Source: an optimization exercise on an open RTL-to-GDS flow (aim: small area, a short achievable clock period and few clock cycles). Production flows keep margins and buffers that such runs may drop. RTL that was checked went through simulation tests only; none was proved equivalent to the original. No activity file was given, so power comes from the tool's default toggle rates.

// rsu_radix
module rsu_radix (
    input  wire        clk,
    input  wire        rst,         
    input  wire        start,
    input  wire [7:0]  cmd,         
    input  wire [15:0] len,         
    input  wire [63:0] val,         
    output wire        ready,
    input  wire        in_valid,
    input  wire [7:0]  in_data,
    output wire        in_ready,
    output wire        out_valid,
    output wire [7:0]  out_data,
    input  wire        out_ready,
    output reg         done,
    output wire [2:0]  err,
    output wire [15:0] out_len,
    output reg  [63:0] res          
);
Size in the first run: about 1,500 cells after synthesis, ~0.013 mm2 of cells after synthesis.
clock: 8.0 ns
lec_check: 0
cap_margin: 20
core_margin: 2
core_utilization: 40
setup_slack_margin: 4.5
slew_margin: 20
standard.sh (not shown) runs the stock make flow with config.mk's settings and CLKGATE_MAP_FILE= SYNTH_SCRIPT=/design/flow/synth_recipe.tcl, a recipe that flattens the netlist after the stock synthesis.
==> flow/flow/run.sh <==
#!/bin/bash
# Standard ORFS layout (standard synthesis unchanged), with the port buffers
# made of the smallest plain buffer instead of the default choice.
set -euo pipefail
bash standard.sh BUFFER_PORTS_ARGS="-buffer_cell sky130_fd_sc_hd__buf_1" finish > orfs_flow.log 2>&1
Then changed:
- SETUP_SLACK_MARGIN: 4.5 -> 5.0
Effect: Sequential power is about the same. Total power came out higher by a few percent. Global-route usage came out higher by 2.1 points. Worst hold slack stays flat. Clock skew is about the same. Via count came out higher by a little under a tenth. Count of clock-buffer cells in the layout does not change. Register-to-register slack is better by 50 ps.
No functional check of the RTL was part of any run of this note.

---

== try-ember ==
Another version of the RTL of rsu_radix (not shown whole).
Size: roughly 1700 cells after synthesis, about 230 flip-flops, ~200 I/O pins.
// rsu_radix
module rsu_radix (
    input  wire        clk,
    input  wire        rst,         
    input  wire        start,
    input  wire [7:0]  cmd,         
    input  wire [15:0] len,         
    input  wire [63:0] val,         
    output wire        ready,
    input  wire        in_valid,
    input  wire [7:0]  in_data,
    output wire        in_ready,
    output wire        out_valid,
    output wire [7:0]  out_data,
    input  wire        out_ready,
    output reg         done,
    output wire [2:0]  err,
    output wire [15:0] out_len,
    output reg  [63:0] res          
);
clock: 8.0 ns
lec_check: 0
abc_area: 1
cap_margin: 20
core_margin: 2
core_utilization: 60
place_density: 0.75
setup_slack_margin: 4.9
slew_margin: 20
Scripts as last shown in full above: flow/flow/run.sh
Testbench counts of try-ember, summed over its fixed seeds: cycles 30,049.
Edits applied to the flow inputs when going from try-ember to try-willow:
- CORE_UTILIZATION: 60 -> 40
- ABC_AREA: 1 -> unset
- PLACE_DENSITY: 0.75 -> unset
- SETUP_SLACK_MARGIN: 4.9 -> 5.0
## What came out
Cell count: try-willow lower than try-ember. Compared with try-ember, in try-willow final critical-path required period went down; amount of wire on met2 after detailed routing now sits lower; met2 track demand over resource decreased by 17 points relative to the old numbers; net switching power of the design now sits lower. On try-willow: combinational power share is 1.6 points lower than what try-ember gave. Summary of try-willow over try-ember: met1 usage went down 19 points, overall power of the completed layout saw a decrease. The standard cells in try-willow occupy more silicon area than those in try-ember do.
> inputs changed (try-willow -> try-indigo)
- putting PLACE_DENSITY at 0.75 where nothing was set
- swapping 40 for 60 in CORE_UTILIZATION
==> comparison <==
Lower maximum resistive drop on vdd goes to try-willow over try-indigo. Compared with try-willow, in try-indigo net total in the final layout lost 0.31%; clock power flat; multi-input gate area in the final layout now larger. Diff try-willow -> try-indigo: floorplan die height went down, global routing usage on met1 up 14 points. For try-willow, the slowest stage cell on the critical path was edfxtp_1, unlike try-indigo, where it was buf_2.
Setup changes, try-indigo to try-garnet
- ABC_AREA newly set to 1
- SETUP_SLACK_MARGIN removed (was 5.0)
==> flow/flow/run.sh <==
#!/bin/bash
# Standard ORFS layout (standard synthesis unchanged), with the port buffers
# made of the smallest plain buffer, and timing repair aimed 5.15 ns below the
# clock period.
set -euo pipefail
bash standard.sh BUFFER_PORTS_ARGS="-buffer_cell sky130_fd_sc_hd__buf_1" SETUP_SLACK_MARGIN=5.15 finish > orfs_flow.log 2>&1
Compared with try-indigo, try-garnet shows a worst stage delay on the critical path that is 0.13 ns higher. From try-indigo to try-garnet the numbers moved as follows: setup slack has increased; fraction of power consumed by the clock network lower; synthesized net count now sits higher.

---

== before ==
Another version of the RTL of rsu_radix (not shown whole).
Size in the first run: roughly 1400 cells after synthesis, about 230 flip-flops, about 200 I/O pins.
Design rsu_radix, start of the top module:
module rsu_radix (
    input  wire        clk,
    input  wire        rst,         
    input  wire        start,
    input  wire [7:0]  cmd,         
    input  wire [15:0] len,         
    input  wire [63:0] val,         
    output wire        ready,
    input  wire        in_valid,
    input  wire [7:0]  in_data,
    output wire        in_ready,
    output wire        out_valid,
    output wire [7:0]  out_data,
    input  wire        out_ready,
    output reg         done,
    output wire [2:0]  err,
    output wire [15:0] out_len,
    output reg  [63:0] res          
);
    localparam [4:0] OP_BIN_ENC     = 5'h01,
                     OP_BIN_DEC     = 5'h02,
                     OP_BIN_ENC_INT = 5'h03,
                     OP_BIN_DEC_INT = 5'h04,
                     OP_HEX_ENC     = 5'h05,
                     OP_HEX_DEC     = 5'h06,
                     OP_HEX_ENC_INT = 5'h07,
                     OP_HEX_DEC_INT = 5'h08,
                     OP_B64_ENC     = 5'h09,
                     OP_B64_DEC     = 5'h0A;
    wire [4:0] cmd_op = cmd[4:0];
    reg        cmd_legal;
    always @(*) begin
        case (cmd_op)
            OP_BIN_ENC, OP_HEX_ENC:             cmd_legal = (cmd[7:6] == 2'b00);
            OP_BIN_ENC_INT, OP_HEX_ENC_INT:     cmd_legal = 1'b1;
            OP_BIN_DEC_INT, OP_HEX_DEC_INT:     cmd_legal = (cmd[5] == 1'b0);
            OP_BIN_DEC, OP_HEX_DEC,
            OP_B64_ENC, OP_B64_DEC:             cmd_legal = (cmd[7:5] == 3'b000);
  ...
export LEC_CHECK = 0
export CAP_MARGIN = 20
export CORE_MARGIN = 2
export CORE_UTILIZATION = 40
export SETUP_SLACK_MARGIN = 5.0
export SLEW_MARGIN = 20
create_clock -name core_clock -period 8.0 [get_ports {clk}]
==> flow/flow/run.sh <==
#!/bin/bash
# Standard ORFS layout (standard synthesis unchanged), with the port buffers
# made of the smallest plain buffer instead of the default choice.
set -euo pipefail
bash standard.sh BUFFER_PORTS_ARGS="-buffer_cell sky130_fd_sc_hd__buf_1" finish > orfs_flow.log 2>&1
before: flow completed, timing, DRC and antenna clean
Testbench counts of before, summed over its fixed seeds: cycles 30,049.
What after does differently from before at the input level:
Settings: CTS_CLUSTER_SIZE newly set to 20; CTS_CLUSTER_DIAMETER newly set to 60.
[summary]
before did not stop at any stage, and its layout met the timing, design-rule and antenna checks.
after was carried through to the last stage, and its layout satisfied the timing, design-rule and antenna checks.
Sequential cell area share was higher in the run labelled before.
Any difference in global-route usage between before and after is small enough to ignore.
In after, final critical-path share of the clock period is lower than in before.
Changes observed in after relative to before: routed wire length roughly the same; share of post-route cells with drive strength above 1 higher; share of total power consumed by net switching higher.
Re total DRC errors in the routed layout: no difference whatsoever between before and after.
Power dissipated by switching net loads: after vs before up about 6%
Relative to before, area share of buffers outside the clock network has gone up in after.

[afterwards: timing with drivers on the ports]
The results above use ideal ports. As a check the final layouts listed here were re-extracted and re-timed, cells and wires unchanged. Step 1 assumes that a clkbuf_16 drives the clock port and a buf_2 every other input. Step 2 also shifts input and output timing later by t, the mid clock arrival at the registers, as if the neighbouring blocks saw the same clock. Slacks: ideal / step 1 / step 2; pairs: ideal / step 1.
run | t, ns | setup WS [ns] | hold WS [ns] | worst setup path at the end | worst data-port slew with drivers (ns)
the first run of note 1 | 0.609 | 4.424 / 4.373 / 4.043 | 0.449 / 0.449 / 0.449 | input to register | 0.08
the second run of note 1 | 0.601 | 4.344 / 4.290 / 4.399 | 0.451 / 0.451 / 0.451 | input to register | 0.08
try-ember | 0.569 | 4.995 / 5.011 / 4.455 | 0.468 / 0.468 / 0.468 | input to register | 0.04
try-willow | 0.579 | 5.037 / 4.996 / 4.456 | 0.450 / 0.450 / 0.450 | input to register | 0.09
try-indigo | 0.573 | 5.062 / 5.037 / 4.515 | 0.449 / 0.449 / 0.449 | input to register | 0.08
try-garnet | 0.590 | 5.162 / 5.113 / 4.661 | 0.462 / 0.462 / 0.462 | input to register | 0.05
before | 0.599 | 5.020 / 4.972 / 4.486 | 0.476 / 0.476 / 0.476 | input to register | 0.07
after | 0.582 | 5.034 / 4.986 / 4.483 | 0.479 / 0.479 / 0.479 | input to register | 0.07
After both steps every run listed still meets setup and hold. For try-willow, which loses most, drivers alone change the setup slack by -0.041 ns; drivers and shift together by -0.581 ns.
